This is an optimization exercise on Yosys and OpenROAD, whose aim is small area and a short achievable clock period, not a production implementation.
Function was checked by simulation only, so behaviour that the tests miss may differ from the original.

==> design.v <==
module sbfp_encodeq (
    input  wire        s,
    input  wire [40:0] n,        
    input  wire [6:0]  k,        
    output reg  [15:0] result
);
    reg [5:0] p;
    integer i;
    always @* begin
        p = 6'd0;
        for (i = 0; i <= 40; i = i + 1)
            if (n[i]) p = i[5:0];
    end
    wire signed [7:0] ks = {k[6], k};
    wire signed [7:0] E  = $signed({2'b00, p}) + ks;
    wire signed [7:0] dsh = ks + 8'sd24;
    wire [40:0] dleft  = n << dsh[5:0];
    wire [40:0] dright = n >> (-dsh);
    wire [9:0]  dfrac  = dsh[7] ? dright[9:0] : dleft[9:0];
    wire [40:0] nn    = n << (6'd40 - p);
    wire [9:0]  nfrac = nn[39:30];
    wire [7:0]  ebias = E + 8'sd15;
    always @* begin
        if (n == 41'd0)
            result = 16'h0000;
        else if (E >= 8'sd16)
            result = {s, 5'd31, 10'd0};
        else if (E < -8'sd14)
            result = {s, 5'd0, dfrac};
        else
            result = {s, ebias[4:0], nfrac};
    end
endmodule
module sbfp_mul (
    input  wire [15:0] a,
    input  wire [15:0] b,
    output reg  [15:0] c
);
    localparam [15:0] CNAN = 16'h7C01;
    wire a_spec = (a[14:10] == 5'd31);
    wire b_spec = (b[14:10] == 5'd31);
    wire a_nan  = a_spec && (a[9:0] != 10'd0);
    wire b_nan  = b_spec && (b[9:0] != 10'd0);
    wire a_inf  = a_spec && (a[9:0] == 10'd0);
    wire b_inf  = b_spec && (b[9:0] == 10'd0);
    wire a_zero = (a[14:0] == 15'd0);
    wire b_zero = (b[14:0] == 15'd0);
    wire [10:0] sig_a = (a[14:10] == 5'd0) ? {1'b0, a[9:0]} : {1'b1, a[9:0]};
    wire [10:0] sig_b = (b[14:10] == 5'd0) ? {1'b0, b[9:0]} : {1'b1, b[9:0]};
    wire signed [6:0] exp_a = (a[14:10] == 5'd0) ? -7'sd14 : $signed({2'b00, a[14:10]}) - 7'sd15;
    wire signed [6:0] exp_b = (b[14:10] == 5'd0) ? -7'sd14 : $signed({2'b00, b[14:10]}) - 7'sd15;
    wire        s    = a[15] ^ b[15];
    wire [21:0] prod = sig_a * sig_b;
    wire signed [6:0] k = exp_a + exp_b - 7'sd20;
    wire [15:0] fin;
    sbfp_encodeq u_enc (
        .s      (s),
        .n      ({19'd0, prod}),
        .k      (k),
        .result (fin)
    );
    always @* begin
        if (a_nan || b_nan)
            c = CNAN;
        else if (a_inf || b_inf)
            c = (a_zero || b_zero) ? CNAN : {s, 5'd31, 10'd0};
        else
            c = fin;
    end
endmodule
module sbfp_add (
    input  wire [15:0] a,
    input  wire [15:0] b,
    output reg  [15:0] c
);
    localparam [15:0] CNAN = 16'h7C01;
    wire a_spec = (a[14:10] == 5'd31);
    wire b_spec = (b[14:10] == 5'd31);
    wire a_nan  = a_spec && (a[9:0] != 10'd0);
    wire b_nan  = b_spec && (b[9:0] != 10'd0);
    wire a_inf  = a_spec && (a[9:0] == 10'd0);
    wire b_inf  = b_spec && (b[9:0] == 10'd0);
    wire [10:0] sig_a = (a[14:10] == 5'd0) ? {1'b0, a[9:0]} : {1'b1, a[9:0]};
    wire [10:0] sig_b = (b[14:10] == 5'd0) ? {1'b0, b[9:0]} : {1'b1, b[9:0]};
    wire signed [6:0] exp_a = (a[14:10] == 5'd0) ? -7'sd14 : $signed({2'b00, a[14:10]}) - 7'sd15;
    wire signed [6:0] exp_b = (b[14:10] == 5'd0) ? -7'sd14 : $signed({2'b00, b[14:10]}) - 7'sd15;
    wire signed [6:0] exp_m = (exp_a < exp_b) ? exp_a : exp_b;
    wire [6:0]  sh_a = exp_a - exp_m;
    wire [6:0]  sh_b = exp_b - exp_m;
    wire [39:0] q_a  = {29'd0, sig_a} << sh_a;
    wire [39:0] q_b  = {29'd0, sig_b} << sh_b;
    wire signed [41:0] t_a = a[15] ? -$signed({2'b00, q_a}) : $signed({2'b00, q_a});
    wire signed [41:0] t_b = b[15] ? -$signed({2'b00, q_b}) : $signed({2'b00, q_b});
    wire signed [41:0] t   = t_a + t_b;
    wire        s   = t[41];
    wire [41:0] mag = s ? -t : t;
    wire [15:0] fin;
    sbfp_encodeq u_enc (
        .s      (s),
        .n      (mag[40:0]),
        .k      (exp_m - 7'sd10),
        .result (fin)
    );
    always @* begin
        if (a_nan || b_nan)
            c = CNAN;
        else if (a_inf && b_inf)
            c = (a[15] == b[15]) ? a : CNAN;
        else if (a_inf)
            c = a;
        else if (b_inf)
            c = b;
        else
            c = fin;
    end
endmodule
module sbfp_encoder (
    input  wire [63:0] value,
    output reg  [15:0] result
);
    wire        t = value[63];
    wire [10:0] x = value[62:52];
    wire [51:0] g = value[51:0];
    wire [10:0] dsh   = 11'd1051 - x;
    wire [52:0] dsig  = {1'b1, g} >> dsh;
    always @* begin
        if (x == 11'd2047) begin
            if (g == 52'd0)
                result = {t, 5'd31, 10'd0};
            else if (g[50:41] == 10'd0)
                result = {t, 5'd31, 10'd1};
            else
                result = {t, 5'd31, g[50:41]};
        end else if (x == 11'd0 && g == 52'd0)
            result = 16'h0000;
        else if (x >= 11'd1039)
            result = {t, 5'd31, 10'd0};
        else if (x >= 11'd1009)
            result = {t, x[4:0] + 5'd16, g[51:42]};    
        else if (x >= 11'd999)
            result = {t, 5'd0, dsig[9:0]};
        else
            result = {t, 15'd0};
    end
endmodule
module sbfp_decoder (
    input  wire [15:0] value,
    output reg  [63:0] result
);
    wire       s = value[15];
    wire [4:0] e = value[14:10];
    wire [9:0] f = value[9:0];
    reg [3:0] p;
    integer i;
    always @* begin
        p = 4'd0;
        for (i = 0; i <= 9; i = i + 1)
            if (f[i]) p = i[3:0];
    end
    wire [52:0] dnorm = {43'd0, f} << (6'd52 - {2'b00, p});
    always @* begin
        if (e == 5'd31) begin
            if (f == 10'd0)
                result = {s, 11'd2047, 52'd0};
            else
                result = {s, 11'd2047, 1'b1, f, 41'd0};
        end else if (e != 5'd0)
            result = {s, {6'd0, e} + 11'd1008, f, 42'd0};
        else if (f == 10'd0)
            result = {s, 63'd0};
        else
            result = {s, {7'd0, p} + 11'd999, dnorm[51:0]};
    end
endmodule
module sbfp_core (
    input  wire [1:0]  op,
    input  wire [63:0] x,
    input  wire [15:0] y,
    output reg  [63:0] r
);
    wire [15:0] enc_r;
    wire [63:0] dec_r;
    wire [15:0] mul_r;
    wire [15:0] add_r;
    sbfp_encoder u_encoder (.value(x),       .result(enc_r));
    sbfp_decoder u_decoder (.value(x[15:0]), .result(dec_r));
    sbfp_mul     u_mul     (.a(x[15:0]), .b(y), .c(mul_r));
    sbfp_add     u_add     (.a(x[15:0]), .b(y), .c(add_r));
    always @* begin
        case (op)
            2'b00:   r = {48'd0, enc_r};
            2'b01:   r = dec_r;
            2'b10:   r = {48'd0, mul_r};
            default: r = {48'd0, add_r};
        endcase
    end
endmodule
module sbfp_pipe (
    input  wire        clk,
    input  wire        rst,         
    input  wire        in_valid,
    input  wire [1:0]  op,
    input  wire [63:0] x,
    input  wire [15:0] y,
    output reg         out_valid,
    output reg  [63:0] r
);
    reg        v1;
    reg [1:0]  op1;
    reg [63:0] x1;
    reg [15:0] y1;
    always @(posedge clk) begin
        if (rst)
            v1 <= 1'b0;
        else
            v1 <= in_valid;
        op1 <= op;
        x1  <= x;
        y1  <= y;
    end
    wire [63:0] core_r;
    sbfp_core u_core (.op(op1), .x(x1), .y(y1), .r(core_r));
    always @(posedge clk) begin
        if (rst)
            out_valid <= 1'b0;
        else
            out_valid <= v1;
        r <= core_r;
    end
endmodule
==> run.sh <==
#!/bin/bash
# synth_recipe.tcl (not shown) runs the flow's synth.tcl, then flattens the netlist and writes it again
# the make line also repeats each setting of config.mk as NAME=value (left out here)
make -C /OpenROAD-flow-scripts/flow DESIGN_CONFIG=/design/flow/config.mk WORK_HOME=/design/flow/orfs CLKGATE_MAP_FILE= SYNTH_SCRIPT=/design/flow/synth_recipe.tcl finish
==> config.mk <==
export PLATFORM = sky130hd
export DESIGN_NAME = sbfp_pipe
export DESIGN_NICKNAME = sbfp_pipe
export VERILOG_FILES = /design/flow/design.v
export SDC_FILE = /design/flow/constraint.sdc
export NUM_CORES = 4
export LEC_CHECK = 0
export CAP_MARGIN = 20
export CORE_MARGIN = 2
export CORE_UTILIZATION = 40
export SLEW_MARGIN = 20
==> constraint.sdc <==
create_clock -name core_clock -period 14.0 [get_ports {clk}]
set_input_delay 2.8000 -clock core_clock [delete_from_list [all_inputs] [get_ports {clk}]]
set_output_delay 2.8000 -clock core_clock [all_outputs]
set_load 0.01 [all_outputs]
==> summary.txt <==
-- cell usage in the layout (no fill, tap or decap), types with 14 or more instances in the layout --
cell and n:
mux2_2 59, clkbuf_16 20, a21oi_1 285, o21bai_1 19, o31ai_1 40, inv_1 226
nor2_1 434, dfxtp_1 124, nand2b_1 43, o21ai_1 35, a211o_1 20, a31oi_1 51
nand4_1 32, o211ai_1 68, and3_1 33, o221ai_1 14, o22ai_1 37, and2_1 150
nand2_1 405, nor3b_1 15, o21a_1 35, conb_1 20, buf_4 229, mux2i_1 143
ha_1 163, nor3_1 127, a22oi_1 22, xnor2_1 130, or2_2 34, xor2_1 81
or3_1 47, o21ai_0 284, clkdlybuf4s50_1 133, nor4_1 33, nor2b_1 29, a21o_1 49
fa_1 84, nand3_1 136, a211oi_1 69, mux4_2 64
-- final timing paths --
path	endpoint	slack (ns)
max	r[12]$_DFF_P_	0.48
min	out_valid$_SDFF_PP0_	0.44
max reg2reg	r[12]$_DFF_P_	0.48
min reg2reg	out_valid$_SDFF_PP0_	0.44
-- metal layers --
layer / GRT usage (%) / wire length [um] / up-vias
met2: 46.5 / 52900 / 1596
met4: 7.72 / 3710 / 0
met5: 0 / 0 / -
met1: 42.5 / 54600 / 16000
met3: 3.79 / 9700 / 207
li1: - / - / 16000
-- cell usage after synthesis, types with 16 or more instances --
cell type,number
a2111oi_0,18
o22ai_1,38
o211ai_1,68
and2_1,150
o21ai_0,291
clkbuf_1,198
dfxtp_1,128
o21ai_1,30
mux2_2,59
mux2i_1,144
xnor2_1,136
nand2b_1,44
a21o_1,49
a211oi_1,71
nor4_1,41
a21oi_1,291
nand2_1,414
nor3_1,131
a22oi_1,24
a31oi_1,54
o221ai_1,16
nor2_1,437
ha_1,168
fa_1,85
mux4_2,64
o31ai_1,42
buf_2,34
and3_1,33
nor3b_1,16
nand3_1,136
a211o_1,20
o21bai_1,21
o21a_1,36
nor2b_1,30
nand4_1,32
buf_1,22
xor2_1,84
buf_4,28
inv_1,226
or2_2,34
or3_1,49
-- worst reg2reg max path, delay by kind of cell (launching register included) --
kind                       cells  cell delay (ns)
AOI/OAI and AO/OA             23             4.53
and+or+nand+nor               16             2.94
adders and majority gates      8             2.36
buffers and inverters         10             1.49
muxes                          4             1.40
DFF                            1             0.36
xor gates and xnor gates       2             0.32
-- logic make-up (layout without fill, tap and decap cells) --
family                     Yosys count  after routing  synth area share, %
other                                1             20               0.0123
xor gates and xnor gates           223            223                 6.45
DFF                                128            128                 8.37
AOI/OAI and AO/OA                 1280           1280                 27.8
and+or+nand+nor                   1618           1619                 25.9
adders and majority gates          253            253                 12.4
buffers and inverters              524            641                 7.23
muxes                              272            272                 11.8
-- timing repair --
action	CTS	global route
setup endpoints to repair	15	15
gates resized for setup	8	90
buffers inserted	7	27
gates cloned	0	5
endpoints found under the hold margin	0	0
pin swaps	8	24
-- registers in the layout (all words and copies together) (netlist names) --
signal and flops:
x1 64, y1 16, op1 2, v1 1, out_valid 1, r 44
-- per-stage QoR --
stage	utilization [%]	area, um2	hold WS [ns]	setup slack, ns
floorplan	-	30700	0.414	0.0178
global placement	44.3	33600	0.421	-0.158
detailed placement	44.3	33600	0.439	-0.459
CTS	45.2	34300	0.453	0.00563
global route	46.2	35000	0.454	-0.137
finish	46.2	35000	0.443	0.480
-- area by class of cell --
cell class / instances / share of cell area (%)
clock buffer: 17 / 1.21
multi-input combinational: 3667 / 75.7
timing repair buffer: 378 / 9.41
tap: 978 / 3.49
inverter: 231 / 2.49
sequential: 128 / 7.33
clock inverter: 15 / 0.407
==> impl_metrics.toml <==
[synth]
synth_seq_cells = 128
postSynthCellCount = 4299
synth_top_cell_by_area = "dfxtp_1"
syn-cell-area_um2 = 30600
synth.avg_cell_area_um2 = 7.12
synth-edff-count = 0
ys_seq_area_share_pct = 8.37
ys.flop_type = "dfxtp_1"
synthTopCellsByArea = "dfxtp_1 (8.4%), ha_1 (6.9%), fa_1 (5.6%), nor2_1 (5.4%), nand2_1 (5.1%)"
synth_top_area_share_pct = 8.37
synth_cell_type_count = 129
ys_warn_count = 7
async_flop_share_pct = 0

[cells_and_area]
layout-drive-gt1-share_pct = 13.2
instances_no_fill = 5414
fin_nets = 4761
multi_input_area_um2 = 26500
area_growth_pct = 14.5
fill_cells = 7740
seq_area_um2 = 2570
antenna_cells = 0

[worst_setup_path]
cp.depth = 63
path_max_fanout = 24
critPathCaptureType = "flip-flop"
critPathKind = "flip-flop to flip-flop"
crit-reg2reg-launch = "y1[10]$_DFF_P_"
worst_path_largest_cell_delay_ns = 0.66
cp-start-kind = "flip-flop"
reg2reg_depth = 63
cp_slowest_cell = "fa_2"
worst_ep_arrival_time_ns = 13.87
path_buf_inv = 10
cp_top_family = "compound AO/OA/AOI/OAI gates"
startpoint = "y1[10]$_DFF_P_"
cp.required_ns = 14.35

[clocking]
cts_buffers = 17
clk_path_buf_depth = 2
cts.sinks = 128
h-tree-depth = 4
clock_latency_ns = 0.47
cts-root-buf = "clkbuf_16"
cts.hold.buffers_added = 0
cts_tree = "yes"
clk_pin_slew_ns = 0.07

[global_route]
grt_max_degree = 63
grt_pass1_vias = 30900
grt_pass1_wl_um = 184000
grt_overflow = 0
antenna_found_initial = 0
grt_use_total_pct = 29.6

[run]
cap_viol_max_count = 0

[placed_design]
gp_congestion = 1.01
dp.cells = 5342
io_buffers = 133
hpwlAfterDp_um = 95100

[sta]
fin_crit_ns = 13.52
final-setup-viol-count = 0
final-hold-violation-count = 0
worstMarginPinSlew_ns = 1.13
setup_tns_ns = 0
fmax_mhz = 74.0
finalCritPeriodShare_pct = 96.6
slew_viol_final = 0
slew_headroom_pct = 23.7
fin_skew_ns = 0.0156

[routing]
drtIter0Drc = 3680
num_vias = 33800
antenna_left = 0
wire_per_inst_um = 22.3
via_per_inst = 6.24
drc = 0
firstDrtPassIters = 8
finalWirelength_um = 121000

[floorplan]
ios = 150
initial_core_util_pct = 40.4
die_area_um2 = 78800
die_h_um = 281
core_area_um2 = 75800
die_w_um = 281
row_count = 101

[hold_path]
min_from = "v1$_SDFF_PP0_"
hp-class = "flip-flop to flip-flop"
hold_depth = 1

[outcome]
status = "timing/DRC/antenna clean"

-- port drivers added, routing unchanged --
The flow's constraints put no driver on any port. The routed layout listed below was extracted and timed again, unchanged, in two steps.
Step 1 sets driving cells, clkbuf_16 on the clock port and buf_2 on the other inputs (assumed; they add their load-dependent delay and slew).
Step 2 adds t to the input delays and takes it off the output delays; t is the mean of the earliest and latest rising clock arrival at the registers after step 1. Input paths then give back, and output paths get back, about the clock's delay inside the block.
Three values: no drivers, after step 1, after step 2; two values: the first two.
shift t [ns]: 0.530
setup slack, ns: 0.480 / 0.480 / 0.480
worst setup path after step 2: register to register
worst register clock-pin slew, ns: 0.08 / 0.08
worst data-port slew with drivers (ns): 0.08
After both steps this run still meets setup and hold. For this run, drivers alone change the setup slack by 0.000 ns; drivers and shift together by 0.000 ns.
